This is an optimization exercise on Yosys and OpenROAD, whose aim is small area, a short achievable clock period and few clock cycles, not a production implementation.
Function was not checked in any run shown here: the RTL went through the layout flow alone.
Power and IR drop assume default switching activity.

===== design/flow/flow/run.sh =====
#!/bin/bash
set -o pipefail
MARGIN=$(cat flow/margin.txt)
bash standard.sh SETUP_SLACK_MARGIN=$MARGIN finish > flow_make.log 2>&1

===== design/flow/flow/margin.txt =====
10.1

===== design/flow/standard.sh =====
#!/bin/bash
# synth_recipe.tcl (not shown) runs the flow's synth.tcl, then flattens the netlist and writes it again
# the make line also repeats each setting of config.mk as NAME=value (left out here)
make -C /OpenROAD-flow-scripts/flow DESIGN_CONFIG=/design/flow/config.mk WORK_HOME=/design/flow/orfs CLKGATE_MAP_FILE= SYNTH_SCRIPT=/design/flow/synth_recipe.tcl "${@:-finish}"

===== design/flow/config.mk =====
export PLATFORM = sky130hd
export DESIGN_NAME = btc_framer
export DESIGN_NICKNAME = btc_framer
export VERILOG_FILES = /design/flow/design.v
export SDC_FILE = /design/flow/constraint.sdc
export NUM_CORES = 4
export LEC_CHECK = 0
export CAP_MARGIN = 30
export CORE_MARGIN = 2
export CORE_UTILIZATION = 40
export CTS_CLUSTER_DIAMETER = 100
export CTS_CLUSTER_SIZE = 30
export SLEW_MARGIN = 20
export SYNTH_HIERARCHICAL = 1

===== design/flow/constraint.sdc =====
create_clock -name core_clock -period 14.0 [get_ports {clk}]
set_input_delay 2.8000 -clock core_clock [delete_from_list [all_inputs] [get_ports {clk}]]
set_output_delay 2.8000 -clock core_clock [all_outputs]
set_load 0.01 [all_outputs]

===== design/flow/design.v =====
module btc_framer (
    input  wire         clk,
    input  wire         rst,
    input  wire         cmd_valid,
    output wire         cmd_ready,
    input  wire         cmd_op,
    input  wire [7:0]   cmd_byte,
    output reg          pkt_valid,
    output reg          pkt_is_state,
    output wire [143:0] pkt_data,
    output wire [6:0]   rb_cnt
);
    localparam C = 64;
    reg [8*C-1:0] d;         
    reg [C-1:3]   flag;      
    reg [6:0]     cnt;
    reg           ready;
    reg           again;     
    reg           lost;      
    reg [7:0]     wsum;      
    reg [3:0]     ing;       
    reg           nxt_ok;    
    reg [5:0]     nxt_s;     
    reg           nxt_st;    
    reg [5:0]     nxt_sn;    
    reg           nxt_ev;    
    reg [127:0]   pd;        
    reg           pkt_is_ev;
    assign cmd_ready = ready;
    assign rb_cnt    = cnt;
    assign pkt_data  = {pd, 1'b0, 1'b1, pkt_is_ev, pkt_is_state, 1'b0, 1'b1, pkt_is_ev, pkt_is_state,
                            1'b1, 1'b0, 1'b1, pkt_is_ev, 1'b1, 1'b0, 1'b1, pkt_is_ev};
    integer j;
    wire ingest   = cmd_valid & ~cmd_op & ready;
    wire dispatch = ((cmd_valid & cmd_op & ready) | again) & nxt_ok;
    wire [8*81-1:0] e0 = {d, 136'd0};
    wire [8*47-1:0] e1 = nxt_sn[5] ? e0[0 +: 8*47] : e0[8*32 +: 8*47];
    wire [8*31-1:0] e2 = nxt_sn[4] ? e1[0 +: 8*31] : e1[8*16 +: 8*31];
    wire [8*24-1:0] e3 = nxt_sn[3] ? e2[0 +: 8*24] : e2[8*8  +: 8*24];
    wire [8*20-1:0] e4 = nxt_sn[2] ? e3[0 +: 8*20] : e3[8*4  +: 8*20];
    wire [8*18-1:0] e5 = nxt_sn[1] ? e4[0 +: 8*18] : e4[8*2  +: 8*18];
    wire [127:0]    y  = nxt_sn[0] ? e5[0 +: 8*16] : e5[8*1  +: 8*16];
    wire [127:0] pwin;
    genvar g;
    generate
        for (g = 2; g < 18; g = g + 1) begin : gp
            if (g < 4)
                assign pwin[8*(g-2) +: 8] = y[8*(17-g) +: 8];
            else
                assign pwin[8*(g-2) +: 8] = y[8*(17-g) +: 8] & {8{~nxt_ev}};
        end
    endgenerate
    wire [6:0]   cnt_inc = (cnt == C) ? cnt : cnt + 7'd1;
    wire [6:0]   newcnt  = {1'b0, nxt_s} - (nxt_st ? 7'd17 : 7'd3);
    reg  [C-1:3] keep;
    always @(*)
        for (j = 3; j < C; j = j + 1)
            keep[j] = lost | (nxt_st ? (j + 17 < nxt_s) : (j + 3 < nxt_s));
    wire [C-1:3] flag_left = flag & keep;
    wire         more = |flag_left;
    reg [C-1:3] above, hot;
    reg [5:0]   q_s;
    reg         q_t;
    always @(*) begin
        above[C-1] = 1'b0;
        for (j = C-2; j >= 3; j = j - 1) above[j] = above[j+1] | flag_left[j+1];
        hot = flag_left & ~above;
        q_s = 6'd0;
        q_t = 1'b0;
        for (j = 3; j < C; j = j + 1) begin
            q_s = q_s | ({6{hot[j]}} & j[5:0]);
            q_t = q_t | (hot[j] & ~d[8*j+4]);
        end
    end
    wire ev_ok = (d[8*2 +: 8] == 8'hBB) && (d[8*1 +: 8] == 8'h66) &&
                 (d[8*0 +: 8] == cmd_byte) && (cnt >= 7'd3);
    wire st_ok = (d[8*16 +: 8] == 8'hAA) && (d[8*15 +: 8] == 8'h55) &&
                 (wsum == d[8*1 +: 8]) && (cnt >= 7'd17);
    reg [C-1:3] flag_sh;
    always @(*)
        for (j = 3; j < C; j = j + 1)
            flag_sh[j] = (j == 3) ? ev_ok : (j == 17) ? (flag[j-1] | st_ok) : flag[j-1];
    wire       evict = nxt_ok & (nxt_s == 6'd63) & (cnt == C);
    wire       keep_old = nxt_ok & ~(st_ok & (nxt_s < 6'd16));
    wire [5:0] s_ing = keep_old ? nxt_s + 6'd1 : (st_ok ? 6'd17 : 6'd3);
    wire       t_ing = keep_old ? nxt_st : st_ok;
    wire       a_ing = (nxt_ok | st_ok | ev_ok) & ~evict;
    wire upd      = ingest | dispatch | lost;
    wire by_drain = cmd_op | again | lost;    
    wire [5:0]   nx_s  = by_drain ? q_s  : s_ing;
    wire         nx_t  = by_drain ? q_t  : t_ing;
    wire         nx_ok = by_drain ? more : a_ing;
    wire [C-1:3] nx_flag;
    wire [6:0]   nx_cnt;
    btc_framer_sel #(.W(C-3)) u_flag (.s(by_drain), .a(flag_left), .b(flag_sh), .y(nx_flag));
    btc_framer_sel #(.W(7))   u_cnt  (.s(by_drain), .a(newcnt),    .b(cnt_inc), .y(nx_cnt));
    wire nx_ready, nx_again, nx_lost, nx_valid;
    btc_framer_ctl u_ctl (.rst(rst), .ingest(ingest), .dispatch(dispatch), .more(more), .evict(evict),
                          .ready(nx_ready), .again(nx_again), .lost(nx_lost), .valid(nx_valid));
    always @(posedge clk) begin
        pd           <= pwin;
        pkt_is_state <= nxt_st;
        pkt_is_ev    <= nxt_ev;
        if (ingest)
            d <= {d[8*C-9:0], cmd_byte};
        if (upd) begin
            nxt_s  <= nx_s;
            nxt_st <= nx_t;
            nxt_sn <= ~nx_s;
            nxt_ev <= ~nx_t;
        end
        if (rst) begin
            flag   <= {(C-3){1'b0}};
            cnt    <= 7'd0;
            nxt_ok <= 1'b0;
        end else begin
            if (ingest | dispatch) begin
                flag <= nx_flag;
                cnt  <= nx_cnt;
            end
            if (upd)
                nxt_ok <= nx_ok;
        end
        if (rst) begin
            wsum <= 8'd0;
            ing  <= 4'd0;
        end else if (ingest) begin
            wsum <= wsum + ((ing > 4'd1) ? d[8*1 +: 8] : 8'd0)
                         - ((ing == 4'd15) ? d[8*14 +: 8] : 8'd0);
            if (ing != 4'd15) ing <= ing + 4'd1;
        end
        pkt_valid <= nx_valid;
        again     <= nx_again;
        lost      <= nx_lost;
        ready     <= nx_ready;
    end
endmodule
module btc_framer_sel #(parameter W = 1) (
    input  wire         s,
    input  wire [W-1:0] a,
    input  wire [W-1:0] b,
    output wire [W-1:0] y
);
    assign y = s ? a : b;
endmodule
module btc_framer_ctl (
    input  wire rst,
    input  wire ingest,
    input  wire dispatch,
    input  wire more,
    input  wire evict,
    output wire ready,
    output wire again,
    output wire lost,
    output wire valid
);
    assign valid = ~rst & dispatch;
    assign again = ~rst & dispatch & more;
    assign lost  = ~rst & ingest & evict;
    assign ready = rst | ~((dispatch & more) | (ingest & evict));
endmodule

==> results.json, run 1 <==
{
  "ys_seq_elements": 727,
  "drc": 0,
  "end_kind": "primary output",
  "start_util": 0.403,
  "coreArea_um2": 96600,
  "tns_ps": 0,
  "holdWs_ps": 447,
  "cap_violations": 0,
  "criticalPathCategory": "reg2out",
  "power_density_nw_per_um2": 99.8,
  "avgSynthCellArea_um2": 11.4,
  "crit_path_start_kind": "register",
  "root_buffer": "clkbuf_16",
  "wire_per_inst_um": 23.6,
  "final.setup.worst_slack_ps": 10020,
  "synth_cells": 3419,
  "gp_congestion": 0.909,
  "grt_max_degree": 219,
  "p_leak_nw": 16.0,
  "required_ps": 11200,
  "rows": 114,
  "fin_skew_ps": 54.0,
  "antenna_found_initial": 4,
  "crit_arrival_ps": 1180,
  "clkSinkCount": 727,
  "ys_seq_area_frac": 0.506,
  "synth_edf_count": 512,
  "syn_area_um2": 38900,
  "path_cells": "buf_6 > buf_6",
  "yosysWarnings": 8,
  "grt_pass1_vias": 26100,
  "dp_hpwl_mm": 75.3,
  "numCtsBuffers": 34,
  "firstDrtPassIters": 8,
  "cpPeakStageDelay_ps": 360,
  "clockBufferDepth": 3,
  "crit_path_frequent_cell": "buf_6",
  "clk_pin_slew_worst_paths_ps": 110,
  "worst_ir_drop_vdd_mv": 0.0780,
  "final_nets": 3499,
  "finalCritPeriodShare": 0.284,
  "h-tree-depth": 2,
  "first_iter_violations": 3159,
  "ant_nets": 0,
  "clk-insertion-delay-late_ps": 620,
  "synthArstFlopShare": 0,
  "status": "no timing/DRC/antenna violations",
  "setup_viol": 0,
  "synth_cell_types": 98,
  "gr-usage-all-layers": 0.220,
  "drive_gt1_frac": 0.229,
  "hold_viol_final": 0,
  "io_pins": 166,
  "finalWirelength_mm": 113,
  "hold_class": "reg2reg",
  "tightest_slew_ps": 1060,
  "grt_first_pass_wirelength_mm": 168,
  "max_slew_margin": 0.296,
  "viasPerCell": 5.85,
  "port-buffer-count": 155,
  "dp_slack_ps": 7670,
  "final_util": 0.454,
  "slowest_stage": "dfxtp_2",
  "ys.flop_type": "edfxtp_1",
  "period_needed_ps": 3980,
  "syn2layout_area_growth_pct": 12.7,
  "die-width_um": 316,
  "critPathMaxFanout": 3,
  "crit_buf_inv": 2,
  "overflow": 0,
  "fmax_mhz": 251,
  "ctsHoldBuffers": 0,
  "crit_family": "flip-flops",
  "slew_violations": 0,
  "cts_tree": "built",
  "dieArea_um2": 99800,
  "r2r_slack_ps": 10150,
  "vias": 27900,
  "die_y_um": 316,
  "rsz0062_at_grt": "yes"
}
[sequential cells by signal, summed over array words and instances (netlist names), 4 cells and up]
register  flops
cnt           7
wsum          8
flag         61
nxt_sn        6
d           498
ing           4
nxt_s         6
pd          128
[stage by stage]
| stage | instances | total power (W) | instance area, µm² |
|---|---|---|---|
| after floorplan | 3427 | 0.00292 | 39100 |
| after global placement | 4630 | 0.00314 | 41300 |
| after detailed placement | 4632 | 0.00315 | 41300 |
| after CTS | 4747 | 0.00440 | 43300 |
| after global routing | 4763 | 0.00455 | 43900 |
| final | 4766 | 0.00438 | 43900 |
[modules after synthesis, one instance, submodules excluded, a selection]
module          flip-flops and latches  area, µm²
btc_framer                         727      37700
btc_framer_ctl                       0       41.3
[synth_stat cells, types with 13 or more instances]
| master | instances | area, µm² |
|---|---|---|
| a211oi_1 | 49 | 368 |
| a21oi_1 | 240 | 1200 |
| a31oi_1 | 14 | 87.6 |
| and2_1 | 33 | 206 |
| buf_1 | 54 | 203 |
| buf_2 | 29 | 145 |
| buf_4 | 21 | 158 |
| clkbuf_1 | 156 | 586 |
| dfxtp_1 | 215 | 4300 |
| edfxtp_1 | 512 | 15400 |
| ha_1 | 18 | 225 |
| inv_1 | 74 | 278 |
| mux2_2 | 101 | 1140 |
| mux2_4 | 67 | 1010 |
| mux2i_1 | 327 | 3270 |
| mux4_2 | 118 | 2660 |
| nand2_1 | 360 | 1350 |
| nand2b_1 | 16 | 100 |
| nand3_1 | 28 | 140 |
| nand4_1 | 14 | 87.6 |
| nor2_1 | 306 | 1150 |
| nor2b_1 | 27 | 169 |
| nor3_1 | 27 | 135 |
| nor4_1 | 20 | 125 |
| o211ai_1 | 85 | 638 |
| o21a_1 | 31 | 233 |
| o21ai_0 | 176 | 881 |
| o221ai_1 | 16 | 140 |
| o2bb2ai_1 | 19 | 166 |
| or2_2 | 13 | 81.3 |
| xnor2_1 | 27 | 236 |
[logic make-up after synthesis]
logic type | Yosys count | share of synthesized area
compound gates | 754 | 0.122
fa+ha+maj | 26 | 0.00990
flops | 727 | 0.506
simple gates | 907 | 0.105
mux | 613 | 0.207
other cells | 2 | 0.000193
buf+inv | 353 | 0.0411
xor+xnor | 37 | 0.00833
[routing by layer]
| metal | GRT usage | share of wire |
|---|---|---|
| met4 | 0.0514 | 0.024 |
| met1 | 0.336 | 0.46 |
| met2 | 0.316 | 0.42 |
| met3 | 0.0478 | 0.094 |
| met5 | 0.00379 | 0.00045 |
[where the power goes]
group / leakage [nW] / total [W] / switching, W / internal (W)
Combinational: 9.20 / 0.000689 / 0.000400 / 0.000289
Clock: 0.537 / 0.00124 / 0.000738 / 0.000500
Sequential: 6.29 / 0.00245 / 0.0000648 / 0.00239
[final timing paths]
check	to	cells after the start	start
worst min-delay path	d[465]$_DFFE_PP_	0	d[457]$_DFFE_PP_
worst max register to register	nxt_s[0]$_DFFE_PP_	10	nxt_s[5]$_DFFE_PP_
worst max-delay path	pkt_data[12]	2	pkt_is_state$_DFF_P_
worst min register to register	d[465]$_DFFE_PP_	0	d[457]$_DFFE_PP_
[placed cells by master, fill, tap and decap left out, types with 13 or more instances in the layout]
master	netlist	routed
edfxtp_1	512	512
nand2_1	360	356
mux2i_1	327	327
nor2_1	306	304
a21oi_1	240	236
o21ai_0	176	173
dfxtp_1	215	123
mux4_2	118	118
mux2_2	101	101
buf_6	8	100
o211ai_1	85	85
dfxtp_2	0	78
buf_4	21	72
inv_1	74	68
mux2_4	67	67
buf_2	29	59
a211oi_1	49	45
clkbuf_16	0	37
and2_1	33	33
o21a_1	31	31
xnor2_1	27	27
nand3_1	28	26
nor2b_1	27	24
nor3_1	27	21
o2bb2ai_1	19	19
nand2b_1	16	16
o221ai_1	16	16
ha_1	18	16
nand4_1	14	14
dfxtp_4	0	14
a31oi_1	14	13
[area by class of cell]
class                           count  area [µm²]
Fill cell                        8886       52700
Sequential cell                   727       19800
Multi-Input combinational cell   2347       18100
Timing Repair Buffer              270        2800
Tap cell                         1276        1600
Clock buffer                       47         921
Inverter                           78         333
Clock inverter                     15         204
Timing Repair inverter              3        62.6
Antenna cell                        3        7.51
[repair_timing]
action	4_1_cts	5_1_grt
endpoints found under the setup margin	847	268
pin swaps	19	11
gates cloned	13	2
resized for setup	848	84
buffers inserted	40	11
==> inputs of run 2 (changes only) <==
--- a/design/flow/design.v
+++ b/design/flow/design.v
@@ -16,6 +16,7 @@
     reg [6:0]     cnt;
     reg           ready;
     reg           again;     
+    reg           look;      
     reg           lost;      
     reg [7:0]     wsum;      
     reg [3:0]     ing;       
@@ -85,18 +86,19 @@
     wire [5:0] s_ing = keep_old ? nxt_s + 6'd1 : (st_ok ? 6'd17 : 6'd3);
     wire       t_ing = keep_old ? nxt_st : st_ok;
     wire       a_ing = (nxt_ok | st_ok | ev_ok) & ~evict;
-    wire upd      = ingest | dispatch | lost;
-    wire by_drain = cmd_op | again | lost;    
-    wire [5:0]   nx_s  = by_drain ? q_s  : s_ing;
-    wire         nx_t  = by_drain ? q_t  : t_ing;
-    wire         nx_ok = by_drain ? more : a_ing;
+    wire upd      = ingest | again | look | lost;    
+    wire by_drain = cmd_op | again | lost;           
+    wire nx_sel   = again | look | lost;             
+    wire [5:0]   nx_s  = nx_sel ? q_s  : s_ing;
+    wire         nx_t  = nx_sel ? q_t  : t_ing;
     wire [C-1:3] nx_flag;
     wire [6:0]   nx_cnt;
     btc_framer_sel #(.W(C-3)) u_flag (.s(by_drain), .a(flag_left), .b(flag_sh), .y(nx_flag));
     btc_framer_sel #(.W(7))   u_cnt  (.s(by_drain), .a(newcnt),    .b(cnt_inc), .y(nx_cnt));
-    wire nx_ready, nx_again, nx_lost, nx_valid;
-    btc_framer_ctl u_ctl (.rst(rst), .ingest(ingest), .dispatch(dispatch), .more(more), .evict(evict),
-                          .ready(nx_ready), .again(nx_again), .lost(nx_lost), .valid(nx_valid));
+    wire nx_ready, nx_again, nx_look, nx_lost, nx_valid;
+    btc_framer_ctl u_ctl (.rst(rst), .ingest(ingest), .dispatch(dispatch), .again_q(again), .look_q(look),
+                          .more(more), .evict(evict),
+                          .ready(nx_ready), .again(nx_again), .look(nx_look), .lost(nx_lost), .valid(nx_valid));
     always @(posedge clk) begin
         pd           <= pwin;
         pkt_is_state <= nxt_st;
@@ -118,8 +120,8 @@
                 flag <= nx_flag;
                 cnt  <= nx_cnt;
             end
-            if (upd)
-                nxt_ok <= nx_ok;
+            if (upd | dispatch)
+                nxt_ok <= ingest ? a_ing : more;
         end
         if (rst) begin
             wsum <= 8'd0;
@@ -131,6 +133,7 @@
         end
         pkt_valid <= nx_valid;
         again     <= nx_again;
+        look      <= nx_look;
         lost      <= nx_lost;
         ready     <= nx_ready;
     end
@@ -147,15 +150,19 @@
     input  wire rst,
     input  wire ingest,
     input  wire dispatch,
+    input  wire again_q,
+    input  wire look_q,
     input  wire more,
     input  wire evict,
     output wire ready,
     output wire again,
+    output wire look,
     output wire lost,
     output wire valid
 );
     assign valid = ~rst & dispatch;
-    assign again = ~rst & dispatch & more;
+    assign look  = ~rst & dispatch & ~again_q & more;
+    assign again = ~rst & (look_q | (dispatch & again_q & more));
     assign lost  = ~rst & ingest & evict;
-    assign ready = rst | ~((dispatch & more) | (ingest & evict));
+    assign ready = rst | ~((dispatch & more) | look_q | (ingest & evict));
 endmodule
==> design/flow/flow/margin.txt (replaced) <==
10.2
==> run 2 against run 1 <==
  * Still clean
  * Clock-buffer cell count down 2
  * Non-clock buffer count is 21 lower
  * Routed wire length fell by 0.33%
  * Synthesized cell count is 6.8% higher
  * Sequential power decreased by 2%
  * Clock skew fell by 4.3 ps
  * Die area decreased by 0.98%
  * Critical endpoint is now pkt_data[9]
==> results.json, run 2 <==
{
  "p_leak_nw": 16.5,
  "rsz0062_at_grt": "yes",
  "synth_area_leaders": "edfxtp_1 (40%), dfxtp_1 (11%), mux2i_1 (9.2%), a21oi_1 (4.3%), nand2_1 (3.8%)",
  "tightest_slew_ps": 937,
  "reg2reg_depth": 10,
  "first_iter_violations": 3320,
  "syn_area_um2": 38500,
  "largest-register": "d",
  "syn2layout_area_growth_pct": 12.0,
  "multi_input_area_um2": 17500,
  "netlist.area_leader.share": 0.399,
  "sequentialPowerShare": 0.601,
  "finalWirelength_mm": 112,
  "cts_tree": "built",
  "largest_registers": "d: 498 flops, pd: 128 flops, flag: 61 flops",
  "fin_skew_ps": 49.8,
  "synth_edf_count": 512,
  "h-tree-depth": 2,
  "p_sw_w": 0.000990,
  "root_buffer": "clkbuf_16",
  "internal_power_w": 0.00300,
  "setup_viol": 0,
  "ff_latch_area_um2": 19800,
  "avgSynthCellArea_um2": 10.6,
  "io_pins": 166,
  "viasPerCell": 5.76,
  "clk-insertion-delay-late_ps": 630,
  "crit_arrival_ps": 1190,
  "cap_violations": 0,
  "grt_max_degree": 169,
  "worst_ir_drop_vdd_mv": 0.0794,
  "layout_commonest_cell": "edfxtp_1",
  "end_kind": "primary output",
  "die_y_um": 314,
  "tns_ps": 0,
  "required_ps": 11200,
  "ctsHoldBuffers": 0,
  "start_util": 0.404,
  "ys_seq_area_frac": 0.511,
  "rows": 113,
  "crit_path_start_kind": "register",
  "final_cell_mix": "edfxtp_1 (512), nand2_1 (391), mux2i_1 (355), nor2_1 (354), a21oi_1 (332)",
  "port-buffer-count": 155,
  "synth_area_leader_cell": "edfxtp_1",
  "hold_viol_final": 0,
  "criticalPathCategory": "reg2out",
  "stdcell_count": 4950,
  "synth_cells": 3651,
  "ys_seq_elements": 728,
  "grt_pass1_vias": 26000,
  "ys.flop_type": "edfxtp_1",
  "status": "no timing/DRC/antenna violations",
  "dp.cells": 4825,
  "max_slew_margin": 0.375,
  "coreArea_um2": 95300,
  "gp_congestion": 0.901,
  "n_fill_cell": 9025,
  "ant_nets": 0,
  "antenna_cells": 0,
  "yosysWarnings": 8,
  "gr-usage-all-layers": 0.219,
  "overflow": 0,
  "critPathMaxFanout": 4,
  "pwr-share-comb": 0.068,
  "wire_per_inst_um": 22.7,
  "clkSinkCount": 728,
  "synth.most_common_cell": "edfxtp_1",
  "clock_power_share": 0.331,
  "antenna_found_initial": 4,
  "firstDrtPassIters": 6,
  "synthArstFlopShare": 0,
  "hold_class": "reg2reg",
  "fmax_mhz": 250,
  "grt_first_pass_wirelength_mm": 167,
  "drive_gt1_frac": 0.170,
  "dieArea_um2": 98800,
  "clockBufferDepth": 3,
  "hold_depth": 0,
  "final_nets": 3697,
  "largest_reg_flops": 498,
  "power_density_nw_per_um2": 92.4,
  "finalCritPeriodShare": 0.285,
  "slew_violations": 0,
  "synth_cell_types": 101,
  "die-width_um": 314,
  "dp_hpwl_mm": 74.2,
  "switching_share": 0.248,
  "vias": 28500,
  "period_needed_ps": 3990,
  "synth_common_cells": "edfxtp_1 (512), nand2_1 (393), nor2_1 (357)",
  "numCtsBuffers": 36,
  "clk_pin_slew_worst_paths_ps": 120,
  "drc": 0,
  "final_util": 0.453
}
[run 2: timing repair]
action | 4_1_cts | 5_1_grt
resized for setup | 826 | 78
buffers inserted | 27 | 9
pin swaps | 12 | 10
endpoints found under the setup margin | 855 | 497
gates cloned | 20 | 1
[run 2: worst paths after layout]
kind / start / endpoint / slack (ps)
max: pkt_is_ev$_DFF_P_ / pkt_data[9] / 10010
min: d[328]$_DFFE_PP_ / d[336]$_DFFE_PP_ / 440
max reg2reg: nxt_s[4]$_DFFE_PP_ / nxt_sn[0]$_DFFE_PP_ / 10300
min reg2reg: d[328]$_DFFE_PP_ / d[336]$_DFFE_PP_ / 440
[run 2: Yosys stat by module (local to each module, per instance), a selection]
module / copies in the design / cell area [µm²]
btc_framer: 1 / 37300
btc_framer_ctl: 1 / 45.0
[run 2: layout make-up]
| cell class | instances | share of cell area |
|---|---|---|
| clock buffers | 45 | 0.0226 |
| clock inverters | 20 | 0.00594 |
| inverters | 77 | 0.00733 |
| multi-input cells | 2561 | 0.406 |
| flip-flops and latches | 728 | 0.459 |
| well taps | 1265 | 0.0367 |
| repair buffers | 249 | 0.0605 |
| repair inverters | 5 | 0.00220 |
[run 2: metrics by stage]
stage,instance area [µm²],total power (W),setup WS (ps),hold slack [ps]
6_report,43200,0.00399,10010,436
5_1_grt,43200,0.00412,9970,444
4_1_cts,42800,0.00402,9960,436
3_5_place_dp,40700,0.00268,7710,423
3_3_place_gp,40700,0.00268,7580,421
2_1_floorplan,38700,0.00261,8950,405
[run 2: cells by family (layout without fill, tap and decap cells)]
family	count (synthesis)	count (layout)	synth area share
simple gates	1028	1033	0.121
compound gates	959	959	0.160
flops	728	728	0.511
mux	494	494	0.144
buf+inv	375	396	0.0444
xor+xnor	38	38	0.00864
fa+ha+maj	27	27	0.0103
other cells	2	10	0.000195
[run 2: power groups by stage]
| stage | combinational (W) | sequential, W | clock, W |
|---|---|---|---|
| finish | 0.000270 | 0.00240 | 0.00132 |
| detailed placement | 0.000231 | 0.00245 | 0 |
| CTS | 0.000264 | 0.00240 | 0.00136 |
| floorplan | 0.000179 | 0.00243 | 0 |
| global placement | 0.000228 | 0.00245 | 0 |
| global route | 0.000293 | 0.00240 | 0.00143 |
[run 2: metal layers]
metal  track usage  up-vias  wire, µm  part of all wire
li1              -    13400         -                 -
met1         0.341    13900     53500              0.48
met2         0.319     1103     47600              0.42
met3        0.0321      125      8630             0.077
met4        0.0490        0      2430             0.022
met5             0        -         0                 0
[run 2: worst max-delay path, stage by stage (launching register included)]
cell and delay (ps):
dfxtp_4 380, buf_6 110, buf_6 110

[what the ideal ports hide]
The flow's constraints put no driver on any port. The routed layouts listed below were extracted and timed again, unchanged, in two steps. Step 1: set_driving_cell puts a clkbuf_16 on clk and a buf_2 on each other input, an assumption about the parent block. Step 2 also shifts input and output timing later by t, the mid clock arrival at the registers, as if the neighbouring blocks saw the same clock. Slacks: ideal ports / drivers / drivers and shift; pairs: ideal ports / drivers.
| run | t (ns) | setup WS [ns] | worst slew at a driven data input, ns |
|---|---|---|---|
| run 1 | 0.663 | 10.022 / 9.956 / 9.446 | 0.10 |
| run 2 | 0.668 | 10.007 / 9.941 / 9.630 | 0.06 |
After both steps setup and hold are still met in every run listed. For run 1, which loses most, drivers alone change the setup slack by -0.066 ns; drivers and shift together by -0.576 ns.
